Source: an optimization exercise on an open RTL-to-GDS flow (aim: small area, a short achievable clock period and few clock cycles per item). Production flows keep margins and buffers that such runs may drop.
Function was not checked in any run shown here: the RTL went through the layout flow alone.
No activity file was given, so power comes from the tool's default toggle rates.

==> flow/design.v <==
module csb_crc (
    input  wire        clk,
    input  wire        rst,         
    input  wire        in_valid,
    output wire        in_ready,
    input  wire        in_init,
    input  wire [2:0]  in_nbytes,   
    input  wire [31:0] in_data,
    output wire        idle,
    output wire [31:0] result
);
    localparam [31:0] POLY = 32'hEDB88320;
    reg [31:0] code;       
    reg [31:0] dat;        
    reg        fold;       
    reg        back;       
    reg [3:0]  left;       
    reg        busy;       
    reg        idle_q;     
    function [31:0] unshift2;
        input [31:0] c;
        integer i;
        reg [31:0] t;
        begin
            t = c;
            for (i = 0; i < 2; i = i + 1)
                t = t[31] ? (((t ^ POLY) << 1) | 32'd1) : (t << 1);
            unshift2 = t;
        end
    endfunction
    wire accept  = in_valid & ~busy;
    wire clear   = rst | (accept & in_init);
    wire partial = ~in_nbytes[2] & (in_nbytes[1:0] != 2'd0);
    wire [31:0] x = ~code ^ dat;
    wire [31:0] f;
    wire m32;
    csb_crc_xor2 u32 (.a(x[2]), .b(x[7]), .y(m32));
    wire m33;
    csb_crc_xor2 u33 (.a(x[0]), .b(x[22]), .y(m33));
    wire m34;
    csb_crc_xor2 u34 (.a(x[3]), .b(x[6]), .y(m34));
    wire m35;
    csb_crc_xor2 u35 (.a(x[1]), .b(x[23]), .y(m35));
    wire m36;
    csb_crc_xor2 u36 (.a(x[4]), .b(m33), .y(m36));
    wire m37;
    csb_crc_xor2 u37 (.a(x[16]), .b(x[28]), .y(m37));
    wire m38;
    csb_crc_xor2 u38 (.a(x[11]), .b(x[25]), .y(m38));
    wire m39;
    csb_crc_xor2 u39 (.a(x[24]), .b(x[30]), .y(m39));
    wire m40;
    csb_crc_xor2 u40 (.a(x[17]), .b(x[29]), .y(m40));
    wire m41;
    csb_crc_xor2 u41 (.a(x[18]), .b(x[26]), .y(m41));
    wire m42;
    csb_crc_xor2 u42 (.a(x[5]), .b(x[31]), .y(m42));
    wire m43;
    csb_crc_xor2 u43 (.a(x[19]), .b(x[27]), .y(m43));
    wire m44;
    csb_crc_xor2 u44 (.a(x[12]), .b(x[13]), .y(m44));
    wire m45;
    csb_crc_xor2 u45 (.a(x[15]), .b(m42), .y(m45));
    wire m46;
    csb_crc_xor2 u46 (.a(x[8]), .b(x[9]), .y(m46));
    wire m47;
    csb_crc_xor2 u47 (.a(x[20]), .b(m32), .y(m47));
    wire m48;
    csb_crc_xor2 u48 (.a(x[14]), .b(m43), .y(m48));
    wire m49;
    csb_crc_xor2 u49 (.a(m39), .b(m40), .y(m49));
    wire m50;
    csb_crc_xor2 u50 (.a(x[23]), .b(m37), .y(m50));
    wire m51;
    csb_crc_xor2 u51 (.a(x[21]), .b(m32), .y(m51));
    wire m52;
    csb_crc_xor2 u52 (.a(x[10]), .b(m35), .y(m52));
    wire m53;
    csb_crc_xor2 u53 (.a(x[4]), .b(x[11]), .y(m53));
    wire m54;
    csb_crc_xor2 u54 (.a(x[3]), .b(x[10]), .y(m54));
    wire m55;
    csb_crc_xor2 u55 (.a(x[0]), .b(x[21]), .y(m55));
    wire m56;
    csb_crc_xor2 u56 (.a(x[27]), .b(m38), .y(m56));
    wire m57;
    csb_crc_xor2 u57 (.a(x[5]), .b(x[8]), .y(m57));
    wire m58;
    csb_crc_xor2 u58 (.a(x[30]), .b(m36), .y(m58));
    wire m59;
    csb_crc_xor2 u59 (.a(x[7]), .b(x[25]), .y(m59));
    wire m60;
    csb_crc_xor2 u60 (.a(x[13]), .b(m41), .y(m60));
    wire m61;
    csb_crc_xor2 u61 (.a(x[15]), .b(x[24]), .y(m61));
    wire m62;
    csb_crc_xor2 u62 (.a(x[28]), .b(m41), .y(m62));
    wire m63;
    csb_crc_xor2 u63 (.a(x[26]), .b(m52), .y(m63));
    wire m64;
    csb_crc_xor2 u64 (.a(x[2]), .b(x[12]), .y(m64));
    wire m65;
    csb_crc_xor2 u65 (.a(x[29]), .b(x[31]), .y(m65));
    wire m66;
    csb_crc_xor2 u66 (.a(x[14]), .b(x[18]), .y(m66));
    wire m67;
    csb_crc_xor2 u67 (.a(m33), .b(m45), .y(m67));
    wire m68;
    csb_crc_xor2 u68 (.a(x[28]), .b(m46), .y(m68));
    wire m69;
    csb_crc_xor2 u69 (.a(x[14]), .b(m50), .y(m69));
    wire m70;
    csb_crc_xor2 u70 (.a(x[25]), .b(m34), .y(m70));
    wire m71;
    csb_crc_xor2 u71 (.a(x[8]), .b(m47), .y(m71));
    wire m72;
    csb_crc_xor2 u72 (.a(x[6]), .b(m47), .y(m72));
    wire m73;
    csb_crc_xor2 u73 (.a(x[7]), .b(m34), .y(m73));
    wire m74;
    csb_crc_xor2 u74 (.a(x[10]), .b(m65), .y(m74));
    wire m75;
    csb_crc_xor2 u75 (.a(x[31]), .b(m39), .y(m75));
    wire m76;
    csb_crc_xor2 u76 (.a(x[9]), .b(m44), .y(m76));
    wire m77;
    csb_crc_xor2 u77 (.a(m38), .b(m58), .y(m77));
    wire m78;
    csb_crc_xor2 u78 (.a(m53), .b(m72), .y(m78));
    wire m79;
    csb_crc_xor2 u79 (.a(x[20]), .b(m69), .y(m79));
    wire m80;
    csb_crc_xor2 u80 (.a(x[4]), .b(x[5]), .y(m80));
    wire m81;
    csb_crc_xor2 u81 (.a(m48), .b(m58), .y(m81));
    wire m82;
    csb_crc_xor2 u82 (.a(m46), .b(m51), .y(m82));
    wire m83;
    csb_crc_xor2 u83 (.a(x[16]), .b(m59), .y(m83));
    wire m84;
    csb_crc_xor2 u84 (.a(m59), .b(m66), .y(m84));
    wire m85;
    csb_crc_xor2 u85 (.a(m36), .b(m71), .y(m85));
    wire m86;
    csb_crc_xor2 u86 (.a(m40), .b(m57), .y(m86));
    wire m87;
    csb_crc_xor2 u87 (.a(x[22]), .b(m43), .y(m87));
    wire m88;
    csb_crc_xor2 u88 (.a(x[12]), .b(m54), .y(m88));
    wire m89;
    csb_crc_xor2 u89 (.a(x[21]), .b(m49), .y(m89));
    wire m90;
    csb_crc_xor2 u90 (.a(m48), .b(m52), .y(m90));
    wire m91;
    csb_crc_xor2 u91 (.a(m50), .b(m61), .y(m91));
    wire m92;
    csb_crc_xor2 u92 (.a(x[13]), .b(m53), .y(m92));
    wire m93;
    csb_crc_xor2 u93 (.a(x[3]), .b(x[20]), .y(m93));
    wire m94;
    csb_crc_xor2 u94 (.a(x[9]), .b(m63), .y(m94));
    wire m95;
    csb_crc_xor2 u95 (.a(m55), .b(m68), .y(m95));
    wire m96;
    csb_crc_xor2 u96 (.a(x[1]), .b(m60), .y(m96));
    wire m97;
    csb_crc_xor2 u97 (.a(x[24]), .b(m86), .y(m97));
    wire m98;
    csb_crc_xor2 u98 (.a(x[5]), .b(m36), .y(m98));
    wire m99;
    csb_crc_xor2 u99 (.a(x[15]), .b(x[22]), .y(m99));
    wire m100;
    csb_crc_xor2 u100 (.a(x[26]), .b(m34), .y(m100));
    wire m101;
    csb_crc_xor2 u101 (.a(x[17]), .b(m45), .y(m101));
    wire m102;
    csb_crc_xor2 u102 (.a(x[16]), .b(m35), .y(m102));
    wire m103;
    csb_crc_xor2 u103 (.a(m100), .b(m102), .y(m103));
    wire m104;
    csb_crc_xor2 u104 (.a(m103), .b(m85), .y(m104));
    wire m105;
    csb_crc_xor2 u105 (.a(x[3]), .b(x[17]), .y(m105));
    wire m106;
    csb_crc_xor2 u106 (.a(x[24]), .b(x[27]), .y(m106));
    wire m107;
    csb_crc_xor2 u107 (.a(m80), .b(m35), .y(m107));
    wire m108;
    csb_crc_xor2 u108 (.a(m105), .b(m106), .y(m108));
    wire m109;
    csb_crc_xor2 u109 (.a(m107), .b(m108), .y(m109));
    wire m110;
    csb_crc_xor2 u110 (.a(m82), .b(m109), .y(m110));
    wire m111;
    csb_crc_xor2 u111 (.a(x[2]), .b(x[10]), .y(m111));
    wire m112;
    csb_crc_xor2 u112 (.a(x[18]), .b(x[24]), .y(m112));
    wire m113;
    csb_crc_xor2 u113 (.a(m111), .b(m112), .y(m113));
    wire m114;
    csb_crc_xor2 u114 (.a(m68), .b(m70), .y(m114));
    wire m115;
    csb_crc_xor2 u115 (.a(m113), .b(m98), .y(m115));
    wire m116;
    csb_crc_xor2 u116 (.a(m114), .b(m115), .y(m116));
    wire m117;
    csb_crc_xor2 u117 (.a(x[19]), .b(x[29]), .y(m117));
    wire m118;
    csb_crc_xor2 u118 (.a(m80), .b(m38), .y(m118));
    wire m119;
    csb_crc_xor2 u119 (.a(m117), .b(m73), .y(m119));
    wire m120;
    csb_crc_xor2 u120 (.a(m118), .b(m119), .y(m120));
    wire m121;
    csb_crc_xor2 u121 (.a(m94), .b(m120), .y(m121));
    wire m122;
    csb_crc_xor2 u122 (.a(x[10]), .b(x[12]), .y(m122));
    wire m123;
    csb_crc_xor2 u123 (.a(x[26]), .b(x[27]), .y(m123));
    wire m124;
    csb_crc_xor2 u124 (.a(m39), .b(m57), .y(m124));
    wire m125;
    csb_crc_xor2 u125 (.a(m122), .b(m123), .y(m125));
    wire m126;
    csb_crc_xor2 u126 (.a(m124), .b(m125), .y(m126));
    wire m127;
    csb_crc_xor2 u127 (.a(m126), .b(m78), .y(m127));
    wire m128;
    csb_crc_xor2 u128 (.a(m42), .b(m44), .y(m128));
    wire m129;
    csb_crc_xor2 u129 (.a(m73), .b(m56), .y(m129));
    wire m130;
    csb_crc_xor2 u130 (.a(m128), .b(m95), .y(m130));
    wire m131;
    csb_crc_xor2 u131 (.a(m129), .b(m130), .y(m131));
    wire m132;
    csb_crc_xor2 u132 (.a(x[0]), .b(x[2]), .y(m132));
    wire m133;
    csb_crc_xor2 u133 (.a(x[29]), .b(m54), .y(m133));
    wire m134;
    csb_crc_xor2 u134 (.a(m132), .b(m76), .y(m134));
    wire m135;
    csb_crc_xor2 u135 (.a(m133), .b(m134), .y(m135));
    wire m136;
    csb_crc_xor2 u136 (.a(m79), .b(m135), .y(m136));
    wire m137;
    csb_crc_xor2 u137 (.a(x[1]), .b(x[14]), .y(m137));
    wire m138;
    csb_crc_xor2 u138 (.a(x[15]), .b(m54), .y(m138));
    wire m139;
    csb_crc_xor2 u139 (.a(m137), .b(m92), .y(m139));
    wire m140;
    csb_crc_xor2 u140 (.a(m138), .b(m89), .y(m140));
    wire m141;
    csb_crc_xor2 u141 (.a(m139), .b(m140), .y(m141));
    wire m142;
    csb_crc_xor2 u142 (.a(x[16]), .b(m64), .y(m142));
    wire m143;
    csb_crc_xor2 u143 (.a(m66), .b(m45), .y(m143));
    wire m144;
    csb_crc_xor2 u144 (.a(m142), .b(m143), .y(m144));
    wire m145;
    csb_crc_xor2 u145 (.a(m77), .b(m144), .y(m145));
    wire m146;
    csb_crc_xor2 u146 (.a(x[19]), .b(m44), .y(m146));
    wire m147;
    csb_crc_xor2 u147 (.a(m146), .b(m101), .y(m147));
    wire m148;
    csb_crc_xor2 u148 (.a(m85), .b(m147), .y(m148));
    wire m149;
    csb_crc_xor2 u149 (.a(x[9]), .b(x[14]), .y(m149));
    wire m150;
    csb_crc_xor2 u150 (.a(m149), .b(m51), .y(m150));
    wire m151;
    csb_crc_xor2 u151 (.a(m60), .b(m98), .y(m151));
    wire m152;
    csb_crc_xor2 u152 (.a(m150), .b(m151), .y(m152));
    wire m153;
    csb_crc_xor2 u153 (.a(m34), .b(m99), .y(m153));
    wire m154;
    csb_crc_xor2 u154 (.a(m57), .b(m153), .y(m154));
    wire m155;
    csb_crc_xor2 u155 (.a(m90), .b(m154), .y(m155));
    wire m156;
    csb_crc_xor2 u156 (.a(x[9]), .b(m91), .y(m156));
    wire m157;
    csb_crc_xor2 u157 (.a(m78), .b(m156), .y(m157));
    wire m158;
    csb_crc_xor2 u158 (.a(m55), .b(m83), .y(m158));
    wire m159;
    csb_crc_xor2 u159 (.a(m88), .b(m97), .y(m159));
    wire m160;
    csb_crc_xor2 u160 (.a(m158), .b(m159), .y(m160));
    wire m161;
    csb_crc_xor2 u161 (.a(x[6]), .b(x[17]), .y(m161));
    wire m162;
    csb_crc_xor2 u162 (.a(m46), .b(m161), .y(m162));
    wire m163;
    csb_crc_xor2 u163 (.a(m162), .b(m96), .y(m163));
    wire m164;
    csb_crc_xor2 u164 (.a(m77), .b(m163), .y(m164));
    wire m165;
    csb_crc_xor2 u165 (.a(x[9]), .b(x[12]), .y(m165));
    wire m166;
    csb_crc_xor2 u166 (.a(m32), .b(m41), .y(m166));
    wire m167;
    csb_crc_xor2 u167 (.a(m42), .b(m165), .y(m167));
    wire m168;
    csb_crc_xor2 u168 (.a(m166), .b(m167), .y(m168));
    wire m169;
    csb_crc_xor2 u169 (.a(m90), .b(m168), .y(m169));
    wire m170;
    csb_crc_xor2 u170 (.a(x[7]), .b(m37), .y(m170));
    wire m171;
    csb_crc_xor2 u171 (.a(m61), .b(m87), .y(m171));
    wire m172;
    csb_crc_xor2 u172 (.a(m92), .b(m170), .y(m172));
    wire m173;
    csb_crc_xor2 u173 (.a(m63), .b(m171), .y(m173));
    wire m174;
    csb_crc_xor2 u174 (.a(m172), .b(m173), .y(m174));
    wire m175;
    csb_crc_xor2 u175 (.a(m64), .b(m56), .y(m175));
    wire m176;
    csb_crc_xor2 u176 (.a(m97), .b(m175), .y(m176));
    wire m177;
    csb_crc_xor2 u177 (.a(m79), .b(m176), .y(m177));
    wire m178;
    csb_crc_xor2 u178 (.a(x[15]), .b(m55), .y(m178));
    wire m179;
    csb_crc_xor2 u179 (.a(m70), .b(m76), .y(m179));
    wire m180;
    csb_crc_xor2 u180 (.a(m49), .b(m62), .y(m180));
    wire m181;
    csb_crc_xor2 u181 (.a(m178), .b(m179), .y(m181));
    wire m182;
    csb_crc_xor2 u182 (.a(m180), .b(m181), .y(m182));
    wire m183;
    csb_crc_xor2 u183 (.a(m74), .b(m83), .y(m183));
    wire m184;
    csb_crc_xor2 u184 (.a(m96), .b(m183), .y(m184));
    wire m185;
    csb_crc_xor2 u185 (.a(m81), .b(m184), .y(m185));
    wire m186;
    csb_crc_xor2 u186 (.a(x[11]), .b(m37), .y(m186));
    wire m187;
    csb_crc_xor2 u187 (.a(m73), .b(m186), .y(m187));
    wire m188;
    csb_crc_xor2 u188 (.a(m101), .b(m187), .y(m188));
    wire m189;
    csb_crc_xor2 u189 (.a(m81), .b(m188), .y(m189));
    wire m190;
    csb_crc_xor2 u190 (.a(x[3]), .b(m64), .y(m190));
    wire m191;
    csb_crc_xor2 u191 (.a(m40), .b(m62), .y(m191));
    wire m192;
    csb_crc_xor2 u192 (.a(m190), .b(m67), .y(m192));
    wire m193;
    csb_crc_xor2 u193 (.a(m191), .b(m192), .y(m193));
    wire m194;
    csb_crc_xor2 u194 (.a(x[29]), .b(x[30]), .y(m194));
    wire m195;
    csb_crc_xor2 u195 (.a(m194), .b(m87), .y(m195));
    wire m196;
    csb_crc_xor2 u196 (.a(m60), .b(m71), .y(m196));
    wire m197;
    csb_crc_xor2 u197 (.a(m195), .b(m196), .y(m197));
    wire m198;
    csb_crc_xor2 u198 (.a(x[23]), .b(x[30]), .y(m198));
    wire m199;
    csb_crc_xor2 u199 (.a(x[31]), .b(m93), .y(m199));
    wire m200;
    csb_crc_xor2 u200 (.a(m198), .b(m48), .y(m200));
    wire m201;
    csb_crc_xor2 u201 (.a(m199), .b(m95), .y(m201));
    wire m202;
    csb_crc_xor2 u202 (.a(m200), .b(m201), .y(m202));
    wire m203;
    csb_crc_xor2 u203 (.a(m100), .b(m74), .y(m203));
    wire m204;
    csb_crc_xor2 u204 (.a(m82), .b(m91), .y(m204));
    wire m205;
    csb_crc_xor2 u205 (.a(m203), .b(m204), .y(m205));
    wire m206;
    csb_crc_xor2 u206 (.a(x[2]), .b(x[6]), .y(m206));
    wire m207;
    csb_crc_xor2 u207 (.a(x[20]), .b(m206), .y(m207));
    wire m208;
    csb_crc_xor2 u208 (.a(m49), .b(m56), .y(m208));
    wire m209;
    csb_crc_xor2 u209 (.a(m207), .b(m208), .y(m209));
    wire m210;
    csb_crc_xor2 u210 (.a(m94), .b(m209), .y(m210));
    wire m211;
    csb_crc_xor2 u211 (.a(m75), .b(m88), .y(m211));
    wire m212;
    csb_crc_xor2 u212 (.a(m51), .b(m56), .y(m212));
    wire m213;
    csb_crc_xor2 u213 (.a(m62), .b(m211), .y(m213));
    wire m214;
    csb_crc_xor2 u214 (.a(m212), .b(m213), .y(m214));
    wire m215;
    csb_crc_xor2 u215 (.a(x[0]), .b(m65), .y(m215));
    wire m216;
    csb_crc_xor2 u216 (.a(m35), .b(m37), .y(m216));
    wire m217;
    csb_crc_xor2 u217 (.a(m38), .b(m43), .y(m217));
    wire m218;
    csb_crc_xor2 u218 (.a(m44), .b(m215), .y(m218));
    wire m219;
    csb_crc_xor2 u219 (.a(m216), .b(m217), .y(m219));
    wire m220;
    csb_crc_xor2 u220 (.a(m72), .b(m218), .y(m220));
    wire m221;
    csb_crc_xor2 u221 (.a(m219), .b(m220), .y(m221));
    wire m222;
    csb_crc_xor2 u222 (.a(x[6]), .b(m44), .y(m222));
    wire m223;
    csb_crc_xor2 u223 (.a(m36), .b(m222), .y(m223));
    wire m224;
    csb_crc_xor2 u224 (.a(m69), .b(m89), .y(m224));
    wire m225;
    csb_crc_xor2 u225 (.a(m223), .b(m224), .y(m225));
    wire m226;
    csb_crc_xor2 u226 (.a(x[13]), .b(m35), .y(m226));
    wire m227;
    csb_crc_xor2 u227 (.a(m49), .b(m84), .y(m227));
    wire m228;
    csb_crc_xor2 u228 (.a(m226), .b(m67), .y(m228));
    wire m229;
    csb_crc_xor2 u229 (.a(m227), .b(m228), .y(m229));
    wire m230;
    csb_crc_xor2 u230 (.a(x[4]), .b(x[19]), .y(m230));
    wire m231;
    csb_crc_xor2 u231 (.a(m93), .b(m99), .y(m231));
    wire m232;
    csb_crc_xor2 u232 (.a(m230), .b(m75), .y(m232));
    wire m233;
    csb_crc_xor2 u233 (.a(m84), .b(m231), .y(m233));
    wire m234;
    csb_crc_xor2 u234 (.a(m232), .b(m233), .y(m234));
    wire m235;
    csb_crc_xor2 u235 (.a(x[1]), .b(x[19]), .y(m235));
    wire m236;
    csb_crc_xor2 u236 (.a(m235), .b(m70), .y(m236));
    wire m237;
    csb_crc_xor2 u237 (.a(m51), .b(m67), .y(m237));
    wire m238;
    csb_crc_xor2 u238 (.a(m236), .b(m237), .y(m238));
    assign f[0] = m104;
    assign f[1] = m110;
    assign f[2] = m116;
    assign f[3] = m121;
    assign f[4] = m127;
    assign f[5] = m131;
    assign f[6] = m136;
    assign f[7] = m141;
    assign f[8] = m145;
    assign f[9] = m148;
    assign f[10] = m152;
    assign f[11] = m155;
    assign f[12] = m157;
    assign f[13] = m160;
    assign f[14] = m164;
    assign f[15] = m169;
    assign f[16] = m174;
    assign f[17] = m177;
    assign f[18] = m182;
    assign f[19] = m185;
    assign f[20] = m189;
    assign f[21] = m193;
    assign f[22] = m197;
    assign f[23] = m202;
    assign f[24] = m205;
    assign f[25] = m210;
    assign f[26] = m214;
    assign f[27] = m221;
    assign f[28] = m225;
    assign f[29] = m229;
    assign f[30] = m234;
    assign f[31] = m238;
    always @(posedge clk) begin
        if (clear)
            code <= 32'd0;
        else if (fold)
            code <= ~f;
        else if (back)
            code <= ~unshift2(~code);
    end
    always @(posedge clk) begin
        dat[7:0]   <= in_data[7:0];
        dat[15:8]  <= in_data[15:8]  & {8{in_nbytes[2] | in_nbytes[1]}};
        dat[23:16] <= in_data[23:16] & {8{in_nbytes[2] | (in_nbytes[1] & in_nbytes[0])}};
        dat[31:24] <= in_data[31:24] & {8{in_nbytes[2]}};
    end
    reg       fold_n, back_n, busy_n;
    reg [3:0] left_n;
    always @(*) begin
        if (rst) begin
            fold_n = 1'b0;
            back_n = 1'b0;
            busy_n = 1'b0;
            left_n = 4'd0;
        end else if (accept) begin
            fold_n = (in_nbytes != 3'd0);
            back_n = 1'b0;
            busy_n = partial;
            left_n = partial ? {~in_nbytes[1:0], 2'b00} + 4'd4 : 4'd0;
        end else begin
            fold_n = 1'b0;
            back_n = (fold | back) & (left != 4'd0) & ~(back & left == 4'd1);
            busy_n = busy & ~(back & left == 4'd2);
            left_n = left - {3'd0, back};
        end
    end
    always @(posedge clk) begin
        fold   <= fold_n;
        back   <= back_n;
        busy   <= busy_n;
        left   <= left_n;
        idle_q <= ~(fold_n | back_n);
    end
    assign in_ready = ~busy;
    assign idle     = idle_q;
    assign result   = code;
endmodule
module csb_crc_xor2 (
    input  wire a,
    input  wire b,
    output wire y
);
    assign y = a ^ b;
endmodule
==> flow/flow/run.sh <==
#!/bin/bash
# Standard layout, with plain buf_1 cells as the port buffers.
export BUFFER_PORTS_ARGS="-buffer_cell sky130_fd_sc_hd__buf_1"
bash standard.sh > standard.log 2>&1
==> flow/standard.sh <==
#!/bin/bash
# synth_recipe.tcl (not shown) runs the flow's synth.tcl, then flattens the netlist and writes it again
# the make line also repeats each setting of config.mk as NAME=value (left out here)
make -C /OpenROAD-flow-scripts/flow DESIGN_CONFIG=/design/flow/config.mk WORK_HOME=/design/flow/orfs CLKGATE_MAP_FILE= SYNTH_SCRIPT=/design/flow/synth_recipe.tcl "${@:-finish}"
==> flow/config.mk <==
export PLATFORM = sky130hd
export DESIGN_NAME = csb_crc
export DESIGN_NICKNAME = csb_crc
export VERILOG_FILES = /design/flow/design.v
export SDC_FILE = /design/flow/constraint.sdc
export NUM_CORES = 4
export LEC_CHECK = 0
export CAP_MARGIN = 20
export CORE_MARGIN = 2
export CORE_UTILIZATION = 40
export SETUP_SLACK_MARGIN = 2.5
export SLEW_MARGIN = 20
export SYNTH_HIERARCHICAL = 1
==> flow/constraint.sdc <==
create_clock -name core_clock -period 5.0 [get_ports {clk}]
set_input_delay 1.0000 -clock core_clock [delete_from_list [all_inputs] [get_ports {clk}]]
set_output_delay 1.0000 -clock core_clock [all_outputs]
set_load 0.01 [all_outputs]
==> flow_summary.json, run 1 <==
{
  "status": "finished clean",
  "cts_max_level": 3,
  "startpoint_type": "flip-flop",
  "setup_viol": 0,
  "wl_um": 15370,
  "path_buf_inv": 1,
  "grt_max_degree": 64,
  "die-area_mm2": 0.01318,
  "numPortBuffers": 72,
  "fin_skew_ps": 11.34,
  "ys_seq_area_share_pct": 29.35,
  "p_per_area_mw_per_mm2": 789.9,
  "hold_viol": 0,
  "power.leakage_nw": 2.502,
  "nNetsFinal": 657,
  "place_hpwl_um": 11460,
  "initial_core_util_pct": 40.89,
  "drtAntennaViolNets": 0,
  "met3_usage_pct": 6.009,
  "grt-busiest-layer": "met2",
  "grt.overflow.total": 0,
  "setup_slack_ps": 2575,
  "core_area_mm2": 0.01201,
  "vias": 3900,
  "syn-num-nets": 563,
  "rows": 40,
  "hold_path_class": "reg -> reg",
  "rsz0062_at_grt": "true",
  "synth_seq_cells": 72,
  "gr-usage-met1_pct": 32.05,
  "critPathTopFamily": "XOR/XNOR gates",
  "synth_area_mm2": 0.004911,
  "drc": 0,
  "pre_cts_slack_ps": 1711,
  "area_growth_pct": 38.70,
  "clock_sinks": 72,
  "cts_tree": "yes",
  "grt_pass1_vias": 3784,
  "antennaDiodeCount": 0,
  "cp_slowest_stage_delay_ps": 410,
  "post_route_cells_drive_above_1_share_pct": 20.68,
  "synth.distinct_cells": 31,
  "cp.required_ps": 5190,
  "endpoint_kind": "flip-flop",
  "antenna_found_initial": 0,
  "drtIter0Drc": 380,
  "insertion_delay_ps": 350,
  "crit_type": "reg -> reg",
  "ctsHoldBuffers": 0,
  "worst_ir_drop_vdd_mv": 0.2919,
  "finalCriticalPeriod_ps": 2425,
  "fin_setup_tns_ps": 0,
  "numCtsBuffers": 9,
  "die_y_um": 114.8,
  "worst_pin_slew_ps": 923.8,
  "crit_path_cell_trace": "xnor2_4 -> xor2_4 -> xor2_2 -> buf_4 -> xor2_2 -> xor2_1 -> xor2_1 -> a211oi_1",
  "num_io_pins": 73,
  "fmax_ghz": 0.4125,
  "root_buffer": "clkbuf_16",
  "synth_cells": 520,
  "maxSlewHeadroom_pct": 38.19,
  "cts_buffer_depth": 2,
  "detail_route.wl_per_cell_um": 20.06,
  "final_common_cell": "xor2_1",
  "ys_warn_count": 7,
  "grt_pass1_wl_um": 22810,
  "firstDrtPassIters": 4,
  "track_usage_pct": 23.96,
  "crit_slowest_cell": "dfxtp_1",
  "grt_util_met2_pct": 38.66,
  "avgViaCountPerCell": 5.091,
  "avgSynthCellArea_um2": 9.444,
  "critPathMaxFanout": 4,
  "arrival_ps": 2620,
  "finalMaxSlewViolations": 0,
  "drv_cap": 0,
  "post-route-period-util_pct": 48.49,
  "clkTransAtPathRegs_ps": 60,
  "layout_common_cells": "xor2_1 (168), buf_1 (72), dfxtp_1 (62)",
  "gp_congestion": 1.006,
  "fp.dieW_um": 114.8
}
-- worst reg2reg max path: cells and delay by family, from the launching register on --
| family | cells | cell delay (ps) |
|---|---|---|
| xor gates and xnor gates | 6 | 1590 |
| AOI/OAI and AO/OA | 1 | 110 |
| buffers and inverters | 1 | 170 |
| DFF | 1 | 410 |
-- through the flow --
stage	cells	total power [W]	hold WS (ps)	utilization, %	area [um^2]
final	766	0.005380	529.7	56.71	6812
after global routing	766	0.005725	552.8	56.71	6812
after CTS	746	0.005034	535.8	51.65	6203
after detailed placement	724	0.004056	521.4	44.25	5315
after global placement	724	0.004133	512.6	44.25	5315
after floorplan	520	0.003196	486.2	-	4918
-- logic make-up (layout without fill, tap and decap cells) --
logic type,Yosys count,in the layout,share of synthesized area [%]
AOI/OAI and AO/OA,70,70,10.32
xor gates and xnor gates,255,255,45.63
adders and majority gates,4,4,1.019
buffers and inverters,32,131,2.904
DFF,72,72,29.35
and+or+nand+nor,87,87,10.78
-- cell usage after synthesis --
master | number | share of area (%)
a31oi_1 | 6 | 0.76
clkbuf_1 | 11 | 0.84
buf_1 | 1 | 0.076
xnor2_1 | 46 | 8.2
nor3b_1 | 7 | 1.1
a221o_1 | 1 | 0.20
nor2b_1 | 43 | 5.5
buf_2 | 6 | 0.61
dfxtp_1 | 72 | 29
a21o_1 | 1 | 0.15
o211ai_1 | 1 | 0.15
buf_6 | 2 | 0.46
ha_1 | 4 | 1.0
nor2_1 | 6 | 0.46
and2_1 | 9 | 1.1
nand3_1 | 6 | 0.61
inv_1 | 12 | 0.92
nand4_1 | 1 | 0.13
xnor2_2 | 1 | 0.33
nand2b_1 | 2 | 0.25
nor3_1 | 3 | 0.31
nor4_1 | 1 | 0.13
a31o_1 | 1 | 0.18
xor2_1 | 208 | 37
a21oi_1 | 7 | 0.71
nand2_1 | 1 | 0.076
and2b_1 | 1 | 0.15
a211oi_1 | 51 | 7.8
and4b_1 | 1 | 0.20
or3_1 | 6 | 0.76
o2bb2ai_1 | 2 | 0.36
-- per-layer routing --
layer  up-vias  wire length, um
met3        17              872
li1       1886                -
met5         -                0
met1      1887             6976
met4         0              230
met2       110             7288
-- final timing paths --
check,cells after the start,startpoint,endpoint,slack (ps)
setup / recovery,8,code[5],code[31],2580
hold / removal,1,busy,busy,530
setup reg to reg,8,code[5],code[31],2580
hold reg to reg,1,busy,busy,530
-- per-module statistics from Yosys, one instance, submodules excluded --
| module | cell area [um^2] | flops+latches | cells |
|---|---|---|---|
| csb_crc | 3098 | 72 | 313 |
| csb_crc_xor2 | 8.758 | 0 | 1 |
-- timing repair --
| action | in CTS | in global routing |
|---|---|---|
| setup endpoints to repair | 33 | 26 |
| setup buffers | 6 | 20 |
| resized for setup | 66 | 54 |
| pin swaps | 8 | 22 |
| gates cloned | 0 | 0 |
-- registers in the layout, summed over array words and instances (netlist names) --
register,flops
back,1
busy,1
code,32
dat,32
fold,1
idle_q,1
left,4
-- power by group --
part,total (W),internal [W],switching (W)
clock network,0.000670,0.000401,0.000269
registers,0.000826,0.000655,0.000172
logic,0.00388,0.00159,0.00230
-- final cells by class --
| cell class | instances | area [um^2] |
|---|---|---|
| Fill cell | 1070 | 5200 |
| Multi-Input combinational cell | 416 | 4314 |
| Sequential cell | 72 | 1459 |
| Timing Repair Buffer | 103 | 503.0 |
| Clock buffer | 10 | 239.0 |
| Tap cell | 147 | 183.9 |
| Clock inverter | 6 | 67.56 |
| Inverter | 12 | 45.04 |
==> run 2, diff against run 1 <==
--- a/flow/config.mk
+++ b/flow/config.mk
@@ -10,3 +10,3 @@
 export CORE_UTILIZATION = 40
-export SETUP_SLACK_MARGIN = 2.5
+export SETUP_SLACK_MARGIN = 3.0
 export SLEW_MARGIN = 20
==> run 2 against run 1 <==
Compared with the run above: still clean on timing, DRC and antenna; first-iteration DRC count is 23% lower; non-clock buffer count increased by 96; global-route usage up 4.3 points; total power increased by 31%; cell count grew 13%; largest power group unchanged; sequential share of layout area shrank 3.6 points; clock-buffer cell count rose by 4; highest routed layer unchanged; fmax increased by 1.9%; worst setup slack improved by 46 ps; sequential cell count stayed put; worst hold slack better by 24 ps.
==> flow_summary.json, run 2 <==
{
  "dp_cells": 720,
  "synth_area_mm2": 0.004911,
  "p_int_w": 0.003513,
  "power_frac_seq_pct": 11.8,
  "layout_common_cells": "xor2_1 (116), buf_4 (94), buf_1 (63)",
  "synth_cells": 520,
  "fin_skew_ps": 7.175,
  "arrival_ps": 2570,
  "grt-busiest-layer": "met2",
  "ys_seq_area_share_pct": 29.35,
  "synth_area_leaders": "xor2_1 (37%), dfxtp_1 (29%), xnor2_1 (8.2%)",
  "ys_warn_count": 7,
  "finalCriticalPeriod_ps": 2379,
  "ctsHoldBuffers": 0,
  "synth_seq_cells": 72,
  "place_hpwl_um": 11220,
  "synth.distinct_cells": 31,
  "cts_max_level": 3,
  "antenna_found_initial": 0,
  "synth_top_cell_by_area": "xor2_1",
  "reg.largest.list": "code: 32 flops, dat: 32 flops, left: 4 flops",
  "grt.overflow.total": 0,
  "initial_core_util_pct": 40.89,
  "crit_type": "reg -> reg",
  "comb_power_share_pct": 79.1,
  "status": "finished clean",
  "root_buffer": "clkbuf_16",
  "finalMaxSlewViolations": 0,
  "yosysTopAreaCellShare_pct": 37.10,
  "setup_viol": 0,
  "grt_max_degree": 69,
  "numPortBuffers": 72,
  "power.leakage_nw": 3.236,
  "area_growth_pct": 76.41,
  "cts_buffer_depth": 2,
  "cts_tree": "yes",
  "grt_pass1_wl_um": 26940,
  "firstDrtPassIters": 5,
  "hold_viol": 0,
  "post_route_cells_drive_above_1_share_pct": 44.90,
  "drc": 0,
  "startpoint_type": "flip-flop",
  "detail_route.wl_per_cell_um": 23.04,
  "synth_top_family_by_area": "XOR/XNOR gates",
  "hold_path_class": "reg -> reg",
  "critPathMaxFanout": 2,
  "syn-num-nets": 563,
  "numCtsBuffers": 9,
  "drtIter0Drc": 292,
  "gr-usage-met1_pct": 34.12,
  "drv_cap": 0,
  "hold_depth": 1,
  "die_y_um": 114.8,
  "gp_congestion": 0.9513,
  "synth_compound_area_share_pct": 10.32,
  "final_common_cell": "xor2_1",
  "synth_ff_type": "dfxtp_1",
  "layoutNonFillerInstCount": 862,
  "power_switching_share_pct": 50.00,
  "antennaDiodeCount": 0,
  "rsz0062_at_grt": "true",
  "worst_ir_drop_vdd_mv": 0.3934,
  "clkTransAtPathRegs_ps": 60,
  "drtAntennaViolNets": 0,
  "synth.most_common_cell": "xor2_1",
  "p_sw_w": 0.003513,
  "maxSlewHeadroom_pct": 51.09,
  "n_fill_cell": 776,
  "yosys.area_share.simple_pct": 10.78,
  "fp.dieW_um": 114.8,
  "worst_pin_slew_ps": 733.7,
  "rows": 40,
  "met3_usage_pct": 6.168,
  "worstRegToRegCells": 10,
  "synthXorXnorAreaFrac_pct": 45.63,
  "die-area_mm2": 0.01318,
  "core_area_mm2": 0.01201,
  "cp.required_ps": 5190,
  "synth_edf_count": 0,
  "p_per_area_mw_per_mm2": 811.1,
  "power.share.clock_pct": 9.0,
  "post-route-period-util_pct": 47.58,
  "grt_util_met2_pct": 47.81,
  "fmax_ghz": 0.4204,
  "track_usage_pct": 28.25,
  "synth-adder-area-share_pct": 1.019,
  "avgViaCountPerCell": 5.302,
  "final_util_pct": 72.13,
  "insertion_delay_ps": 350,
  "num_io_pins": 73,
  "nNetsFinal": 753,
  "wl_um": 19860,
  "fin_setup_tns_ps": 0,
  "grt_pass1_vias": 4561,
  "endpoint_kind": "flip-flop",
  "avgSynthCellArea_um2": 9.444,
  "clock_sinks": 72,
  "synth_commonest_cells": "xor2_1 (208), dfxtp_1 (72), a211oi_1 (51)",
  "synth.area.mux_share_pct": 0,
  "synth-async-reset-ratio_pct": 0,
  "vias": 4570
}
run 2: cell counts after synthesis:
Identical to the previous run, type by type.
run 2: what timing repair did:
| item | 4_1_cts | 5_1_grt |
|---|---|---|
| buffers inserted | 91 | 35 |
| resized for setup | 136 | 72 |
| setup endpoints to repair | 43 | 45 |
| pin swaps | 94 | 79 |
run 2: metrics by stage:
stage | worst slack (ps) | area [um^2] | total power (W) | hold WS, ps
floorplan | 2857 | 5565 | 0.003420 | 486.2
global placement | 2262 | 5918 | 0.004310 | 506.3
detailed placement | 2344 | 5918 | 0.004276 | 526.6
CTS | 2736 | 7941 | 0.006081 | 551.2
global route | 2546 | 8663 | 0.007314 | 585.1
finish | 2621 | 8663 | 0.007027 | 554.2
run 2: metal layers:
layer | share of wire (%) | wire (um)
met1 | 39 | 7755
met4 | 4.6 | 919
met2 | 50 | 9910
met3 | 6.4 | 1273
met5 | 0 | 0
run 2: modules after synthesis (local to each module, per instance):
module	cells	copies in the design
csb_crc	313	1
csb_crc_xor2	1	207
run 2: power groups by stage:
| stage | registers, W | logic, W | clock network, W |
|---|---|---|---|
| after floorplan | 0.000810 | 0.00261 | 0 |
| after global placement | 0.000828 | 0.00348 | 0 |
| after detailed placement | 0.000831 | 0.00345 | 0 |
| after CTS | 0.000827 | 0.00462 | 0.000639 |
| after global routing | 0.000845 | 0.00580 | 0.000668 |
| final | 0.000832 | 0.00556 | 0.000634 |
run 2: critical path, cell delays in order (launching register included):
cell and delay [ps]:
dfxtp_2 350, xnor2_4 270, xor2_4 230, buf_6 150
xor2_4 240, xor2_2 290, xor2_2 240, xor2_1 160
inv_1 60, a21oi_1 120, a31oi_1 100
run 2: worst paths after layout:
| path | start | slack [ps] | to |
|---|---|---|---|
| max | dat[2] | 2620 | code[9] |
| min | busy | 550 | busy |
| max reg2reg | dat[2] | 2620 | code[9] |
| min reg2reg | busy | 550 | busy |
run 2: cell families (layout without fill, tap and decap cells):
| family | count (synthesis) | in the layout |
|---|---|---|
| AO/OA/AOI/OAI | 70 | 70 |
| XOR/XNOR | 255 | 255 |
| adder cells (fa/ha/maj) | 4 | 4 |
| buffers and inverters | 32 | 227 |
| flip-flops | 72 | 72 |
| AND/OR/NAND/NOR | 87 | 87 |
run 2: cell type report:
cell class | count | area, um^2 | share of cell area [%]
multi-input cells | 416 | 5104 | 58.91
well taps | 147 | 183.9 | 2.123
flip-flops and latches | 72 | 1540 | 17.78
clock buffers | 14 | 275.3 | 3.177
inverters | 12 | 45.04 | 0.5199
clock inverters | 2 | 12.51 | 0.1444
repair buffers | 199 | 1503 | 17.35
==> run 3, diff against run 2 <==
--- a/flow/design.v
+++ b/flow/design.v
@@ -13,4 +13,2 @@
     reg [31:0] code;       
-    reg [31:0] dat;        
-    reg        fold;       
     reg        back;       
@@ -31,5 +29,9 @@
     wire accept  = in_valid & ~busy;
-    wire clear   = rst | (accept & in_init);
+    wire fold    = accept & (in_nbytes != 3'd0);
     wire partial = ~in_nbytes[2] & (in_nbytes[1:0] != 2'd0);
-    wire [31:0] x = ~code ^ dat;
+    wire [31:0] d = {in_data[31:24] & {8{in_nbytes[2]}},
+                     in_data[23:16] & {8{in_nbytes[2] | (in_nbytes[1] & in_nbytes[0])}},
+                     in_data[15:8]  & {8{in_nbytes[2] | in_nbytes[1]}},
+                     in_data[7:0]};
+    wire [31:0] x = ~(code & {32{~in_init}}) ^ d;
     wire [31:0] f;
@@ -481,17 +483,14 @@
     assign f[31] = m238;
-    always @(posedge clk) begin
-        if (clear)
-            code <= 32'd0;
-        else if (fold)
-            code <= ~f;
-        else if (back)
-            code <= ~unshift2(~code);
-    end
-    always @(posedge clk) begin
-        dat[7:0]   <= in_data[7:0];
-        dat[15:8]  <= in_data[15:8]  & {8{in_nbytes[2] | in_nbytes[1]}};
-        dat[23:16] <= in_data[23:16] & {8{in_nbytes[2] | (in_nbytes[1] & in_nbytes[0])}};
-        dat[31:24] <= in_data[31:24] & {8{in_nbytes[2]}};
-    end
-    reg       fold_n, back_n, busy_n;
+    wire        keep  = ~rst & ~(accept & in_init);
+    wire [31:0] other = {32{keep}} & (back ? ~unshift2(~code) : code);
+    wire [31:0] code_n;
+    genvar k;
+    generate
+        for (k = 0; k < 32; k = k + 1) begin : g_pick
+            csb_crc_pick u (.s(fold & ~rst), .a(f[k]), .nb(~other[k]), .y(code_n[k]));
+        end
+    endgenerate
+    always @(posedge clk)
+        code <= code_n;
+    reg       back_n, busy_n;
     reg [3:0] left_n;
@@ -499,3 +498,2 @@
         if (rst) begin
-            fold_n = 1'b0;
             back_n = 1'b0;
@@ -504,10 +502,8 @@
         end else if (accept) begin
-            fold_n = (in_nbytes != 3'd0);
-            back_n = 1'b0;
-            busy_n = partial;
+            back_n = fold & partial;
+            busy_n = fold & partial;
             left_n = partial ? {~in_nbytes[1:0], 2'b00} + 4'd4 : 4'd0;
         end else begin
-            fold_n = 1'b0;
-            back_n = (fold | back) & (left != 4'd0) & ~(back & left == 4'd1);
-            busy_n = busy & ~(back & left == 4'd2);
+            back_n = back & (left != 4'd1);
+            busy_n = busy & (left != 4'd1);
             left_n = left - {3'd0, back};
@@ -516,3 +512,2 @@
     always @(posedge clk) begin
-        fold   <= fold_n;
         back   <= back_n;
@@ -520,3 +515,3 @@
         left   <= left_n;
-        idle_q <= ~(fold_n | back_n);
+        idle_q <= ~back_n;
     end
@@ -526,2 +521,10 @@
 endmodule
+module csb_crc_pick (
+    input  wire s,
+    input  wire a,
+    input  wire nb,
+    output wire y
+);
+    assign y = ~(s ? a : nb);
+endmodule
 module csb_crc_xor2 (
--- a/flow/config.mk
+++ b/flow/config.mk
@@ -10,3 +10,2 @@
 export CORE_UTILIZATION = 40
-export SETUP_SLACK_MARGIN = 3.0
 export SLEW_MARGIN = 20
==> run 3 against run 2 <==
Compared with the run above: via count shrank 19%; clock skew is essentially flat; non-clock buffer count shrank 99; clock power shrank about 40%; first-iteration DRC count shrank 12%; register-to-register slack lost 630 ps; sequential cell count shrank 33; critical path type is now in -> reg.
==> flow_summary.json, run 3 <==
{
  "synth_cells": 507,
  "syn-num-nets": 550,
  "grt_pass1_wl_um": 20960,
  "rows": 38,
  "cp.required_ps": 5170,
  "grt.overflow.total": 0,
  "hold_path_class": "reg -> reg",
  "final_common_cell": "xor2_1",
  "numPortBuffers": 72,
  "ys_warn_count": 7,
  "antenna_found_initial": 0,
  "die_y_um": 110.4,
  "hold_viol": 0,
  "status": "finished clean",
  "fmax_ghz": 0.2481,
  "grt_max_degree": 34,
  "drc": 0,
  "r2r_start": "code[7]",
  "synth.most_common_cell": "xor2_1",
  "ctsHoldBuffers": 0,
  "n_fill_cell": 1136,
  "detail_route.wl_per_cell_um": 18.56,
  "synth.area.mux_share_pct": 13.30,
  "critPathMaxFanout": 14,
  "vias": 3680,
  "firstDrtPassIters": 4,
  "wl_um": 13680,
  "cts_resized": 0,
  "rrSetupSlack_ps": 1990,
  "synth-async-reset-ratio_pct": 0,
  "fin_skew_ps": 6.741,
  "arrival_ps": 4200,
  "rsz0062_at_grt": "false",
  "largest_register_ffs": 32,
  "synth_edf_count": 0,
  "layout_common_cells": "xor2_1 (208), buf_1 (72), nand2_1 (49)",
  "startpoint": "in_nbytes[2]",
  "num_io_pins": 73,
  "die-area_mm2": 0.01218,
  "insertion_delay_ps": 290,
  "worst_ir_drop_vdd_mv": 0.2039,
  "track_usage_pct": 23.32,
  "clock_sinks": 39,
  "synth_top_cell_by_area": "xor2_1",
  "worst_pin_slew_ps": 824.6,
  "yosysTopAreaCellShare_pct": 40.25,
  "root_buffer": "clkbuf_16",
  "avgSynthCellArea_um2": 8.926,
  "clkTransAtPathRegs_ps": 60,
  "avgViaCountPerCell": 4.993,
  "endpoint_kind": "flip-flop",
  "nNetsFinal": 639,
  "synth_area_mm2": 0.004526,
  "drv_cap": 0,
  "ff_latch_area_um2": 780.7,
  "whs_ps": 503.1,
  "core_area_mm2": 0.01094,
  "synth_area_leaders": "xor2_1 (40%), dfxtp_1 (17%), xnor2_1 (8.9%)",
  "synth_compound_area_share_pct": 2.820,
  "cts_buffer_depth": 2,
  "reg.largest.list": "code: 32 flops, left: 4 flops",
  "worstRegToRegCells": 8,
  "synth_seq_cells": 39,
  "post_route_cells_drive_above_1_share_pct": 12.40,
  "numCtsBuffers": 5,
  "cts_max_level": 2,
  "synth_commonest_cells": "xor2_1 (208), nand2_1 (49), xnor2_1 (46)",
  "initial_core_util_pct": 41.38,
  "setup_viol": 0,
  "post-route-period-util_pct": 80.61,
  "finalCriticalPeriod_ps": 4031,
  "fp.dieW_um": 110.4,
  "top_register": "code",
  "drtIter0Drc": 257,
  "post_cts_buffers": 0,
  "finalMaxSlewViolations": 0,
  "startpoint_type": "input port",
  "yosys.area_share.simple_pct": 13.49,
  "crit_type": "in -> reg",
  "p_per_area_mw_per_mm2": 677.2,
  "synth-adder-area-share_pct": 1.106,
  "antennaDiodeCount": 0,
  "synth_ff_type": "dfxtp_1",
  "cp-endpoint": "code[28]",
  "drtAntennaViolNets": 0,
  "multiInputGateArea_mm2": 0.003640,
  "power.leakage_nw": 2.119,
  "fin_setup_tns_ps": 0,
  "place_hpwl_um": 10990,
  "grt_pass1_vias": 3683,
  "synthXorXnorAreaFrac_pct": 49.52,
  "r2r_end": "code[12]",
  "area_growth_pct": 16.42,
  "synth_top_family_by_area": "XOR/XNOR gates",
  "maxSlewHeadroom_pct": 44.75,
  "ys_seq_area_share_pct": 17.25,
  "cts_tree": "yes",
  "gp_congestion": 1.043,
  "synth.distinct_cells": 34
}
## run 3: changes by cell type in the layout (fill, tap and decap cells not counted), moves of 42 or more
cell / change
xor2_4: -42
buf_4: -66
xor2_2: -50
xor2_1: +92
nand2_1: +48
a211oi_1: -48
## run 3: area by class of cell
cell class,instances,share of cell area (%)
Timing Repair Buffer,100,9.119
Multi-Input combinational cell,445,69.08
Clock inverter,2,0.6649
Inverter,5,0.3562
Sequential cell,39,14.82
Tap cell,140,3.325
Clock buffer,6,2.636
## run 3: metrics by stage
step,std cells,instance area (um^2),power (W),worst slack [ps],utilization [%]
global placement,729,5095,0.003187,902.2,46.59
global route,737,5269,0.003831,709.5,48.18
floorplan,507,4526,0.002456,34.72,-
finish,737,5269,0.003568,969.4,48.18
CTS,737,5269,0.003588,945.2,48.18
detailed placement,729,5095,0.003181,660.3,46.59
## run 3: metal layers
layer / track usage [%] / share of wire, %
met5: 0 / 0
met4: 5.982 / 1.7
met3: 3.116 / 3.9
met2: 39.79 / 49
met1: 30.94 / 46
## run 3: per-module statistics from Yosys (local to each module, per instance)
module / area [um^2] / flops+latches / copies in the design
csb_crc: 2392 / 39 / 1
csb_crc_xor2: 8.758 / 0 / 207
csb_crc_pick: 10.01 / 0 / 32
## run 3: power by group
group | leakage, nW | internal [W] | switching, W | total [W]
Combinational | 1.71 | 0.00108 | 0.00161 | 0.00270
Clock | 0.0868 | 0.000248 | 0.000134 | 0.000382
Sequential | 0.321 | 0.000399 | 0.0000919 | 0.000491
Total | 2.12 | 0.00173 | 0.00184 | 0.00357
## run 3: cell families (layout without fill, tap and decap cells)
group | count (synthesis) | count (layout)
XOR/XNOR | 255 | 255
buffers and inverters | 23 | 113
adder cells (fa/ha/maj) | 4 | 4
AND/OR/NAND/NOR | 113 | 113
flip-flops | 39 | 39
multiplexers | 57 | 57
AO/OA/AOI/OAI | 16 | 16
## run 3: how the worst min path moves through the flow
| stage | start | end | slack (ps) | cells past startpoint |
|---|---|---|---|---|
| after global routing | busy | busy | 540 | 1 |
| after floorplan | busy | busy | 460 | 1 |
| after CTS | busy | busy | 500 | 1 |
| final | busy | busy | 500 | 1 |
| after detailed placement | busy | busy | 480 | 1 |
| after global placement | busy | busy | 470 | 1 |
## run 3: critical path, cell delays in order
cell	delay (ps)
buf_1	480
or2_2	320
nand2_1	90
xnor2_1	510
xor2_1	370
xor2_1	490
xor2_1	310
xor2_1	220
xor2_1	280
mux2i_1	110
==> run 4, diff against run 3 <==
--- a/flow/config.mk
+++ b/flow/config.mk
@@ -10,2 +10,3 @@
 export CORE_UTILIZATION = 40
+export SETUP_SLACK_MARGIN = 2.5
 export SLEW_MARGIN = 20
==> run 4 against run 3 <==
Compared with the run above: still clean; cell count rose by 11%; via count rose by 16%; clock-buffer cell count fell by 1; combinational power rose by 62%; sequential power rose by 6.7%; critical path depth rose by 3; worst hold slack improved by 10 ps; non-clock buffer count rose by 84; total power rose by 48%; global-route usage rose by 6.2 points; fmax rose by 25%; die area did not move; critical endpoint is now code[3]; largest cell class unchanged.
==> flow_summary.json, run 4 <==
{
  "synth_area_mm2": 0.004526,
  "crit_type": "in -> reg",
  "cts_max_level": 2,
  "synth_edf_count": 0,
  "avgSynthCellArea_um2": 8.926,
  "area_growth_pct": 76.61,
  "drtIter0Drc": 214,
  "vias": 4269,
  "yosysTopAreaCellShare_pct": 40.25,
  "fin_skew_ps": 9.307,
  "grt.overflow.total": 0,
  "die-area_mm2": 0.01218,
  "cts_tree": "yes",
  "antenna_found_initial": 0,
  "layout_common_cells": "xor2_1 (117), buf_4 (79), buf_1 (68)",
  "rows": 38,
  "hold_viol": 0,
  "top_layer": "met4",
  "place_area_mm2": 0.005614,
  "synth_top_cell_by_area": "xor2_1",
  "worst_pin_slew_ps": 1085,
  "grt_max_degree": 49,
  "path_buf_inv": 4,
  "fmax_ghz": 0.3113,
  "initial_core_util_pct": 41.38,
  "drv_cap": 0,
  "grt_pass1_wl_um": 25510,
  "root_buffer": "clkbuf_16",
  "setup_viol": 0,
  "status": "finished clean",
  "numCtsBuffers": 5,
  "nNetsFinal": 723,
  "post-route-period-util_pct": 64.25,
  "largest_register_ffs": 32,
  "die_y_um": 110.4,
  "core_area_mm2": 0.01094,
  "wl_met1_um": 7440,
  "reg.largest.list": "code: 32 flops, left: 4 flops",
  "fin_setup_tns_ps": 0,
  "arrival_ps": 3390,
  "post_route_cells_drive_above_1_share_pct": 46.11,
  "synth_cells": 507,
  "synth_commonest_cells": "xor2_1 (208), nand2_1 (49), xnor2_1 (46)",
  "critPathMaxFanout": 8,
  "ys_seq_area_share_pct": 17.25,
  "cp_slowest_stage_delay_ps": 330,
  "ys_warn_count": 7,
  "worst_ir_drop_vdd_mv": 0.3168,
  "drc": 0,
  "p_per_area_mw_per_mm2": 660.9,
  "gp_congestion": 0.9977,
  "syn-num-nets": 550,
  "cp.required_ps": 5180,
  "crit_path_cell_trace": "buf_8 -> ha_4 -> or2_4 -> buf_4 -> nand2_4 -> xnor2_2 -> buf_6 -> buf_4 -> xor2_1 -> xor2_1 -> xor2_1 -> xor2_1 -> mux2i_1",
  "finalInstanceArea_mm2": 0.007993,
  "wl_um": 18810,
  "wl_met2_um": 9486,
  "place_hpwl_um": 11260,
  "finalMaxSlewViolations": 0,
  "insertion_delay_ps": 300,
  "grt_pass1_vias": 4362,
  "synth_area_leaders": "xor2_1 (40%), dfxtp_1 (17%), xnor2_1 (8.9%)",
  "synth_seq_cells": 39,
  "synth.most_common_cell": "xor2_1",
  "antennaDiodeCount": 0,
  "synth_ff_type": "dfxtp_1",
  "crit_slowest_cell": "or2_4",
  "startpoint_type": "input port",
  "final_common_cell": "xor2_1",
  "critPathTopFamily": "XOR/XNOR gates",
  "synth-async-reset-ratio_pct": 0,
  "top_register": "code",
  "drtAntennaViolNets": 0,
  "endpoint_kind": "flip-flop",
  "maxSlewHeadroom_pct": 27.70,
  "wl_met3_um": 1071,
  "hold_path_class": "reg -> reg",
  "firstDrtPassIters": 4,
  "clkTransAtPathRegs_ps": 70,
  "finalCriticalPeriod_ps": 3213,
  "power.leakage_nw": 3.111,
  "num_io_pins": 73,
  "track_usage_pct": 29.48,
  "fp.dieW_um": 110.4,
  "detail_route.wl_per_cell_um": 22.91,
  "synth.distinct_cells": 34,
  "numPortBuffers": 72,
  "avgViaCountPerCell": 5.200,
  "clock_sinks": 39,
  "cpMostUsedCell": "xor2_1",
  "rsz0062_at_grt": "true",
  "cts_buffer_depth": 2
}
## run 4: metrics by stage
| step | total power (W) | std cells | hold WS, ps | setup WS (ps) | utilization [%] |
|---|---|---|---|---|---|
| after global routing | 0.005508 | 821 | 557.2 | 1735 | 73.09 |
| after global placement | 0.003289 | 714 | 482.4 | 793.7 | 51.34 |
| after floorplan | 0.002599 | 507 | 463.4 | 1840 | - |
| after detailed placement | 0.003279 | 714 | 498.0 | 837.5 | 51.34 |
| after CTS | 0.004587 | 793 | 515.2 | 1990 | 67.85 |
| final | 0.005283 | 821 | 513.3 | 1787 | 73.09 |
## run 4: worst paths after layout
path / startpoint / end / slack (ps) / cells after the start
worst max-delay path: in_nbytes[1] / code[3] / 1790 / 13
worst min register to register: busy / busy / 510 / 1
worst min-delay path: busy / busy / 510 / 1
worst max register to register: code[30] / code[7] / 2310 / 9
## run 4: logic make-up (layout without fill, tap and decap cells)
kind of cell / Yosys count / after routing / share of synthesized area [%]
simple gates: 113 / 113 / 13.49
fa+ha+maj: 4 / 4 / 1.106
compound gates: 16 / 16 / 2.820
xor+xnor: 255 / 255 / 49.52
buf+inv: 23 / 197 / 2.516
mux: 57 / 57 / 13.30
flops: 39 / 39 / 17.25
## run 4: area by class of cell
class	count	area, um^2
multi-input cells	445	5463
fillers	716	2943
repair buffers	184	1381
flip-flops and latches	39	782.0
well taps	140	175.2
clock buffers	5	125.1
clock inverters	3	47.55
inverters	5	18.77
## run 4: power by group
group,switching (W),internal [W],total (W)
sequential,0.000125,0.000399,0.000524
combinational,0.00245,0.00191,0.00437
clock,0.000154,0.000239,0.000393
## run 4: per-module statistics from Yosys (local to each module, per instance)
module | flops+latches | cell area, um^2
csb_crc_xor2 | 0 | 8.758
csb_crc_pick | 0 | 10.01
csb_crc | 39 | 2392
## run 4: per-layer routing
layer,GRT usage (%),vias to the layer above
met5,0,-
met4,13.13,0
met3,4.938,43
met2,50.66,159
met1,36.21,2179
li1,-,1888
## run 4: repair_timing
action | 4_1_cts | 5_1_grt
setup endpoints to repair | 32 | 32
pin swaps | 81 | 49
buffers inserted | 71 | 27
gates cloned | 0 | 1
hold buffers | 0 | 0
gates resized for setup | 144 | 40
==> run 5, diff against run 4 <==
--- a/flow/config.mk
+++ b/flow/config.mk
@@ -10,4 +10,3 @@
 export CORE_UTILIZATION = 40
-export SETUP_SLACK_MARGIN = 2.5
+export SETUP_SLACK_MARGIN = 2.3
 export SLEW_MARGIN = 20
-export SYNTH_HIERARCHICAL = 1
==> run 5 against run 4 <==
Compared with the run above: synthesized area up 18%; non-clock buffer count is 11 lower; total power is 0.19% lower.
==> flow_summary.json, run 5 <==
{
  "cp_slowest_stage_delay_ps": 440,
  "critPathTopFamily": "XOR/XNOR gates",
  "num_io_pins": 73,
  "grt.overflow.total": 0,
  "drv_cap": 0,
  "synth.most_common_cell": "xnor2_1",
  "grt_pass1_vias": 4379,
  "antenna_found_initial": 0,
  "comb_power_share_pct": 81.8,
  "clock_sinks": 39,
  "initial_core_util_pct": 40.66,
  "finalInstanceArea_mm2": 0.008217,
  "firstDrtPassIters": 4,
  "synth_edf_count": 0,
  "cts_max_level": 2,
  "antennaDiodeCount": 0,
  "largest_register_ffs": 32,
  "ys_seq_area_share_pct": 14.56,
  "critPathMaxFanout": 8,
  "status": "finished clean",
  "startpoint": "in_nbytes[1]",
  "root_buffer": "clkbuf_16",
  "grt_max_degree": 35,
  "post_route_cells_drive_above_1_share_pct": 39.97,
  "synth_area_mm2": 0.005363,
  "power.leakage_nw": 3.510,
  "drtIter0Drc": 359,
  "hold_viol": 0,
  "maxSlewHeadroom_pct": 54.11,
  "r2r_start": "code[30]",
  "power_switching_share_pct": 39.18,
  "cp-endpoint": "code[23]",
  "nNetsFinal": 690,
  "drtAntennaViolNets": 0,
  "n_fill_cell": 992,
  "hp-start": "busy",
  "yosysTopAreaCellShare_pct": 28.56,
  "final_common_cell": "xnor2_1",
  "place_area_mm2": 0.006332,
  "layout_common_cells": "xnor2_1 (71), buf_4 (69), buf_1 (68)",
  "startpoint_type": "input port",
  "synth_cells": 494,
  "synth_ff_type": "dfxtp_1",
  "synth_area_leaders": "xnor3_1 (29%), xnor2_1 (19%), dfxtp_1 (15%)",
  "r2r_end": "code[19]",
  "die-area_mm2": 0.01435,
  "rows": 42,
  "detail_route.wl_per_cell_um": 25.12,
  "worstRegToRegCells": 6,
  "p_int_w": 0.003207,
  "synth-async-reset-ratio_pct": 0,
  "ctsHoldBuffers": 0,
  "avgSynthCellArea_um2": 10.86,
  "insertion_delay_ps": 300,
  "synth.distinct_cells": 29,
  "rrSetupSlack_ps": 2430,
  "endpoint_kind": "flip-flop",
  "numCtsBuffers": 5,
  "area_growth_pct": 53.22,
  "setup_viol": 0,
  "place_hpwl_um": 13400,
  "hold_path_class": "reg -> reg",
  "cts_buffer_depth": 2,
  "crit_slowest_cell": "xnor3_2",
  "avgViaCountPerCell": 5.439,
  "worst_ir_drop_vdd_mv": 0.2582,
  "rsz0062_at_grt": "true",
  "synth_commonest_cells": "xnor2_1 (116), xnor3_1 (68), xor2_1 (51)",
  "post-route-period-util_pct": 59.78,
  "fin_skew_ps": 11.08,
  "grt_pass1_wl_um": 28470,
  "finalMaxSlewViolations": 0,
  "worst_pin_slew_ps": 688.4,
  "wl_um": 20700,
  "finalCriticalPeriod_ps": 2989,
  "drc": 0,
  "cp.required_ps": 5220,
  "ys_warn_count": 1,
  "die_y_um": 119.8,
  "synth_seq_cells": 39,
  "power_frac_seq_pct": 10.6,
  "cts_tree": "yes",
  "synth_top_cell_by_area": "xnor3_1",
  "fp.dieW_um": 119.8,
  "crit_type": "in -> reg",
  "path_buf_inv": 4,
  "crit_path_cell_trace": "buf_1 -> buf_6 -> ha_4 -> o21ai_4 -> xnor2_4 -> buf_12 -> buf_4 -> xnor3_2 -> xnor2_2 -> xnor3_1 -> o22ai_1",
  "arrival_ps": 3210,
  "numPortBuffers": 72,
  "clkTransAtPathRegs_ps": 60,
  "p_per_area_mw_per_mm2": 641.7,
  "vias": 4482,
  "reg.largest.list": "code: 32 flops, left: 4 flops",
  "fmax_ghz": 0.3346,
  "gp_congestion": 0.9382,
  "fin_setup_tns_ps": 0,
  "p_sw_w": 0.002066,
  "track_usage_pct": 27.50,
  "power.share.clock_pct": 7.6,
  "core_area_mm2": 0.01319,
  "worst-path-stages": 11,
  "top_register": "code",
  "syn-num-nets": 537
}
==> run 5: kinds of logic (layout without fill, tap and decap cells) <==
family | Yosys count | in the layout | synth area share, %
buf+inv | 34 | 188 | 2.636
xor+xnor | 254 | 254 | 62.72
flops | 39 | 39 | 14.56
fa+ha+maj | 4 | 4 | 0.9333
simple gates | 78 | 78 | 7.280
mux | 31 | 31 | 5.786
compound gates | 54 | 54 | 6.090
==> run 5: repair_timing <==
| item | in CTS | in global routing |
|---|---|---|
| setup endpoints to repair | 32 | 32 |
| buffers inserted | 59 | 30 |
| cloned | 2 | 2 |
| endpoints found under the hold margin | 0 | 0 |
| gates resized for setup | 84 | 50 |
| pin swaps | 44 | 48 |
==> run 5: cell type report <==
cell class / instances / area (um^2) / area share (%)
clock inverter: 2 / 35.03 / 0.4264
tap: 176 / 220.2 / 2.680
timing repair buffer: 173 / 1326 / 16.14
clock buffer: 6 / 138.9 / 1.690
inverter: 7 / 26.28 / 0.3198
multi-input combinational: 421 / 5685 / 69.19
sequential: 39 / 784.5 / 9.548
==> run 5: worst min-delay path: stages (launching register included) <==
cell and delay, ps:
dfxtp_1 350, a21oi_1 70, nor2_1 70
==> run 5: worst min path at each step <==
stage,endpoint,slack [ps],cells after the start
6_report,busy,520,2
5_1_grt,busy,580,2
4_1_cts,busy,540,2
3_5_place_dp,busy,520,2
3_3_place_gp,busy,500,2
2_1_floorplan,busy,480,2
==> run 5: metal layers <==
layer | track usage (%) | up-vias | routed length, um
met5 | 0 | - | 0
met2 | 44.11 | 265 | 9901
met1 | 37.86 | 2210 | 8198
met3 | 5.418 | 48 | 1904
met4 | 8.162 | 0 | 692
li1 | - | 1959 | -
==> run 5: power groups by stage <==
stage / registers, W / logic (W) / clock network (W)
3_3_place_gp: 0.000557 / 0.00348 / 0
5_1_grt: 0.000568 / 0.00447 / 0.000414
6_report: 0.000560 / 0.00431 / 0.000402
3_5_place_dp: 0.000559 / 0.00347 / 0
2_1_floorplan: 0.000504 / 0.00281 / 0
4_1_cts: 0.000554 / 0.00390 / 0.000400
==> run 5: metrics by stage <==
stage	hold slack [ps]	utilization (%)	total power (W)	setup slack [ps]	std cells
after floorplan	479.8	-	0.003316	2159	494
after global placement	501.8	48.01	0.004035	1090	723
after detailed placement	519.1	48.01	0.004032	1098	723
after CTS	535.0	57.52	0.004853	2053	792
after global routing	577.3	62.29	0.005456	1972	824
final	523.1	62.29	0.005273	2011	824

[what the ideal ports hide]
In the flow no input, the clock included, has a driving cell. The finished layouts below were timed again as built, in two steps. Step 1: set_driving_cell puts a clkbuf_16 on clk and a buf_2 on each other input, an assumption about the parent block. Step 2 adds t to the input delays and takes it off the output delays; t is the mean of the earliest and latest rising clock arrival at the registers after step 1. Input paths then give back, and output paths get back, about the clock's delay inside the block. Slacks: ideal / step 1 / step 2; pairs: ideal / step 1.
run | t, ns | setup WS [ns] | latest minus earliest clock arrival (ns) | worst slew at a driven data input, ns | cell pins on the clock port's net
run 1 | 0.387 | 2.575 / 2.575 / 2.575 | 0.012 / 0.011 | 0.04 | 1
run 2 | 0.378 | 2.621 / 2.621 / 2.621 | 0.007 / 0.007 | 0.03 | 1
run 3 | 0.324 | 0.969 / 0.984 / 0.661 | 0.007 / 0.007 | 0.04 | 1
run 4 | 0.329 | 1.787 / 1.786 / 1.457 | 0.010 / 0.010 | 0.05 | 1
run 5 | 0.335 | 2.011 / 2.030 / 1.695 | 0.012 / 0.011 | 0.12 | 1
After both steps every run listed still meets setup and hold. The setup slack of run 4, which loses most, moves by -0.001 ns with the drivers and by -0.330 ns with both steps.
